Background: an optimization exercise with open tools, aiming at small area, a short achievable clock period and few clock cycles. Do not read the settings as production practice.
No functional check of the RTL was part of any run shown here.

==> flow/design.v, too long to show whole: its modules and the start of the top module <==
// module bn_sin_eval: 468 lines
// module bn_cos_eval: 1013 lines
// module bn_now_fold: 168 lines
// module bluenumi_led: 119 lines
module bluenumi_led (
    input  wire        clk,
    input  wire        rst,           
    input  wire        cmd_valid,
    output wire        cmd_ready,
    input  wire [63:0] cmd_word,
    input  wire [31:0] cmd_now,       
    output wire        rsp_valid,
    output wire [3:0]  rsp_status,
    output wire [31:0] led_level      
);
  // ...
==> flow/flow/run.sh <==
#!/bin/bash
# The standard layout (standard.sh), with one change: the buffers that
# buffer_ports puts on every input and output port are sky130_fd_sc_hd__buf_1
# cells instead of the tool's default pick (clkdlybuf4s50_1, a delay cell).
# ORFS's own logs go to orfs/logs; make's output goes to standard.log.
set -euo pipefail
bash standard.sh 'BUFFER_PORTS_ARGS=-buffer_cell sky130_fd_sc_hd__buf_1' finish > standard.log 2>&1
==> flow/standard.sh <==
#!/bin/bash
# synth_recipe.tcl (not shown) runs the flow's synth.tcl, then flattens the netlist and writes it again
# the make line also repeats each setting of config.mk as NAME=value (left out here)
make -C /OpenROAD-flow-scripts/flow DESIGN_CONFIG=/design/flow/config.mk WORK_HOME=/design/flow/orfs CLKGATE_MAP_FILE= SYNTH_SCRIPT=/design/flow/synth_recipe.tcl "${@:-finish}"
==> flow/config.mk <==
export PLATFORM = sky130hd
export DESIGN_NAME = bluenumi_led
export DESIGN_NICKNAME = bluenumi_led
export VERILOG_FILES = /design/flow/design.v
export SDC_FILE = /design/flow/constraint.sdc
export NUM_CORES = 4
export LEC_CHECK = 0
export ABC_AREA = 1
export CAP_MARGIN = 20
export CORE_MARGIN = 2
export CORE_UTILIZATION = 45
export PLACE_DENSITY = 0.6
export SLEW_MARGIN = 20
export SYNTH_MEMORY_MAX_BITS = 131072
==> flow/constraint.sdc <==
create_clock -name core_clock -period 30.0 [get_ports {clk}]
set_input_delay 6.0000 -clock core_clock [delete_from_list [all_inputs] [get_ports {clk}]]
set_output_delay 6.0000 -clock core_clock [all_outputs]
set_load 0.01 [all_outputs]
==> flow_summary.ini, run 1 <==
[critical_path]
path_class = in -> out
crit_chain = buf_1 -> nor4_1 -> nand4_1 -> or3_1 -> o21ai_0 -> nand2_1 -> a21oi_1 -> inv_1 -> nand2_1 -> inv_1 -> buf_1
max_stage_delay_ns = 0.50
worstPathArrival_ns = 7.87
timing.rr.end = lvl[1][5]$_SDFF_PP0_
crit_path_end = rsp_status[1]
path_max_fanout = 2
startpoint_type = primary input

[layout]
largest_reg_flops = 32
area_dominant_class = multi-input gates
final_common_cell = nand2_1
final_cells = 1566

[global_routing]
grtUsageMet2_pct = 45.10
grt-busiest-layer = met2
grt_util_met1_pct = 36.47
antenna_found_initial = 2

[route]
vias = 8622
drc = 0
wl_met2_um = 12240
drt_pass1_iterations = 8

[place]
place.gp.congestion = 0.9719
post_dp_cell_area_um2 = 8783
dpl.cell_count = 1556
portBuffers = 135

[logic_synthesis]
synth-compound-area-share_pct = 18.13
synth_top_family_by_area = simple AND/OR/NAND/NOR gates
synth_seq_area_share_pct = 14.27
synth.avg_cell_area_um2 = 6.654
yosys_warnings = 4
synth-main-ff-cell = dfxtp_1

[sta]
setup-violations-final = 0
min_period_ns = 13.87
tightestPinTransition_ns = 0.9581

[cts]
cts_max_path_buffers = 2
cts_buffers = 5

[run_status]
status = finished clean
==> inputs of run 2 (changes only) <==
==> flow/flow/run.sh (replaced) <==
#!/bin/bash
# The standard layout (standard.sh), with two changes:
# - the buffers that buffer_ports puts on every input and output port are
#   sky130_fd_sc_hd__buf_1 cells instead of the tool's default pick
#   (clkdlybuf4s50_1, a delay cell);
# - repair_timing aims at a setup slack of 17 ns (SETUP_SLACK_MARGIN), so that
#   it speeds up the paths that set the achieved period. The SDC is unchanged.
# ORFS's own logs go to orfs/logs; make's output goes to standard.log.
set -euo pipefail
bash standard.sh 'BUFFER_PORTS_ARGS=-buffer_cell sky130_fd_sc_hd__buf_1' 'SETUP_SLACK_MARGIN=17' finish > standard.log 2>&1
==> flow_summary.ini, run 2 <==
[cts]
cts_tree = built
clk_pin_slew_ns = 0.07
hold_buffers = 0
worstSkewPairLatency_ns = 0.30
cts_buffers = 5
cts_root_buf = clkbuf_16
cts_max_path_buffers = 2
htree_levels = 2
cts.sinks = 51

[logic_synthesis]
synth_cell_types = 68
synth_top_area_share_pct = 16.48
synth_top_cell_by_area = fa_1
yosysMostFrequentCell = nand2_1
synth_edf_count = 14
yosys_warnings = 4
ys_async_sr_fraction_pct = 0
ys_ff_latch = 51
syn_area_um2 = 8138
synthTopCellsByArea = fa_1 (16%), nand2_1 (15%), inv_1 (9.3%)
syn_nets = 1414
synth_commonest_cells = nand2_1 (320), inv_1 (201), a21oi_1 (88)
synth_cells = 1223
synth-main-ff-cell = dfxtp_1
synth_seq_area_share_pct = 14.27
synth.avg_cell_area_um2 = 6.654

[route]
vias = 8995
drc = 0
drt_iter0_drc = 1049
drt.antenna.violating_nets = 0
routed_wl_um = 28080
vias_per_cell = 5.535
wire_per_inst_um = 17.28
drt_pass1_iterations = 5

[die]
die_h_um = 138.5
initial_core_util_pct = 45.61
io_pins = 137
die-area_um2 = 19180
die_w_um = 138.5
coreArea_um2 = 17840
num_rows = 49

[layout]
fill_cells = 1723
nNetsFinal = 1586
syn_to_final_growth_pct = 21.29
mostFrequentLayoutCells = nand2_1 (313), inv_1 (198), buf_1 (130), nor2_1 (72), fa_1 (67)
n_antenna_cell = 0
drive_above_1_share_pct = 17.26
final_common_cell = nand2_1
largest_reg_flops = 32
largest_register = lvl
reg_top3 = lvl x32, s2_q x8, a_q x3

[critical_path]
startpoint_type = primary input
required_ns = 24.00
path_class = in -> out
rr_startpoint = s2_q[0]$_DFFE_PP_
end_kind = output pin
crit_slowest_cell = or3_4
crit_chain = buf_1 -> nor4_2 -> nand4_1 -> or3_4 -> o21ai_4 -> nand2_2 -> a21oi_2 -> inv_2 -> buf_6 -> nand2_2 -> inv_2 -> buf_6
r2r_cells = 37
regToRegSetupSlack_ns = 23.93
timing.rr.end = lvl[1][5]$_SDFF_PP0_
critPathBufInv = 5
worstPathArrival_ns = 7.70
max_stage_delay_ns = 0.45
path_max_fanout = 2
cp_top_family = simple AND/OR/NAND/NOR gates

[global_routing]
track_usage_pct = 27.78
grt_pass1_wl_um = 43610
grt_pass1_vias = 8636
grt_start_max_net_pins = 36
antenna_found_initial = 0
overflow = 0

[sta]
post-route-period-util_pct = 45.67
finalSetupTns_ns = 0
hold_violations = 0
min_period_ns = 13.70
setup-violations-final = 0
fmax_mhz = 72.99
tightestPinTransition_ns = 0.8642
maxSlewHeadroom_pct = 42.19
hold-worst-slack_ns = 0.4818
drv_slew = 0
rsz0062_at_grt = yes
finClkSkew_ns = 0.01277

[place]
portBuffers = 135
dp_hpwl_um = 19950
place.gp.congestion = 0.9808

[flow_run]
cap_violations = 0

[run_status]
status = finished clean

[min_path]
hold_start = lvl[3][0]$_SDFF_PP0_
holdPathStages = 2
hp-class = reg -> reg
min_to = lvl[3][0]$_SDFF_PP0_
==> run 2: cell counts after synthesis <==
Identical to the previous run, type by type.
==> run 2: cell families after synthesis <==
| logic type | after synthesis | synth area share (%) |
|---|---|---|
| other cells | 1 | 0.04608 |
| compound gates | 243 | 18.13 |
| xor+xnor | 17 | 2.383 |
| simple gates | 562 | 32.41 |
| buf+inv | 257 | 12.44 |
| flops | 51 | 14.27 |
| fa+ha+maj | 92 | 20.33 |
==> run 2: worst reg2reg max path, delay by kind of cell (launching register included) <==
family / cells / cell delay (ns)
AND/OR/NAND/NOR: 25 / 2.69
XOR/XNOR: 2 / 0.95
buffers and inverters: 6 / 0.89
AO/OA/AOI/OAI: 2 / 0.32
adder cells (fa/ha/maj): 2 / 0.64
flip-flops: 1 / 0.45
==> run 2: worst max-delay path by stage <==
stage,startpoint,end,cells past startpoint
final,cmd_word[20],rsp_status[1],12
after detailed placement,cmd_word[37],rsp_status[1],11
after global placement,cmd_word[25],rsp_status[1],11
after CTS,cmd_word[29],rsp_status[1],11
after floorplan,cmd_word[41],rsp_status[1],9
after global routing,cmd_word[33],lvl[1][7]$_SDFF_PP0_,62
==> run 2: per-layer routing <==
layer | vias to the layer above | global-route usage [%] | wire, um
met3 | 94 | 3.672 | 1997
met5 | - | 0 | 0
met2 | 458 | 44.50 | 13010
li1 | 4295 | - | -
met4 | 0 | 11.06 | 1051
met1 | 4148 | 38.21 | 12030
==> run 2: final cells by class <==
type / instances / area (um2) / share of cell area (%)
Clock buffer: 6 / 128.9 / 1.306
Clock inverter: 2 / 13.76 / 0.1394
Inverter: 222 / 834.6 / 8.455
Multi-Input combinational cell: 915 / 6281 / 63.63
Sequential cell: 51 / 1161 / 11.76
Tap cell: 229 / 286.5 / 2.903
Timing Repair Buffer: 200 / 1165 / 11.80
==> run 2: through the flow <==
stage / util (%) / worst slack [ns] / area, um2 / instances
after floorplan: - / 16.75 / 8204 / 1223
after global placement: 49.65 / 16.44 / 8857 / 1557
after detailed placement: 49.66 / 16.43 / 8860 / 1557
after CTS: 52.88 / 16.47 / 9434 / 1616
after global routing: 55.33 / 16.14 / 9871 / 1625
final: 55.33 / 16.30 / 9871 / 1625
==> run 2: repair_timing <==
item	in CTS	in global routing
pin swaps	6	11
buffers inserted	51	6
resized for setup	13	83
cloned	0	3
setup endpoints to repair	4	40

## port drivers added, routing unchanged
How much do the figures lean on ideal ports? The routed layouts below were timed once more, with nothing changed but the port constraints. Step 1 assumes that a clkbuf_16 drives the clock port and a buf_2 every other input. Step 2, shift: input delay + t, output delay - t, t = (earliest + latest rising clock arrival at the registers) / 2. This alone moves slack from input paths to output paths. Slacks: ideal ports / drivers / drivers and shift; pairs: ideal ports / drivers.
| run | t (ns) | slack for setup (ns) | latest minus earliest clock arrival (ns) |
|---|---|---|---|
| run 1 | 0.343 | 16.134 / 16.113 / 16.113 | 0.015 / 0.014 |
| run 2 | 0.330 | 16.300 / 16.277 / 16.027 | 0.013 / 0.012 |
After both steps setup and hold are still met in every run listed. For run 2, which loses most, drivers alone change the setup slack by -0.023 ns; drivers and shift together by -0.273 ns.
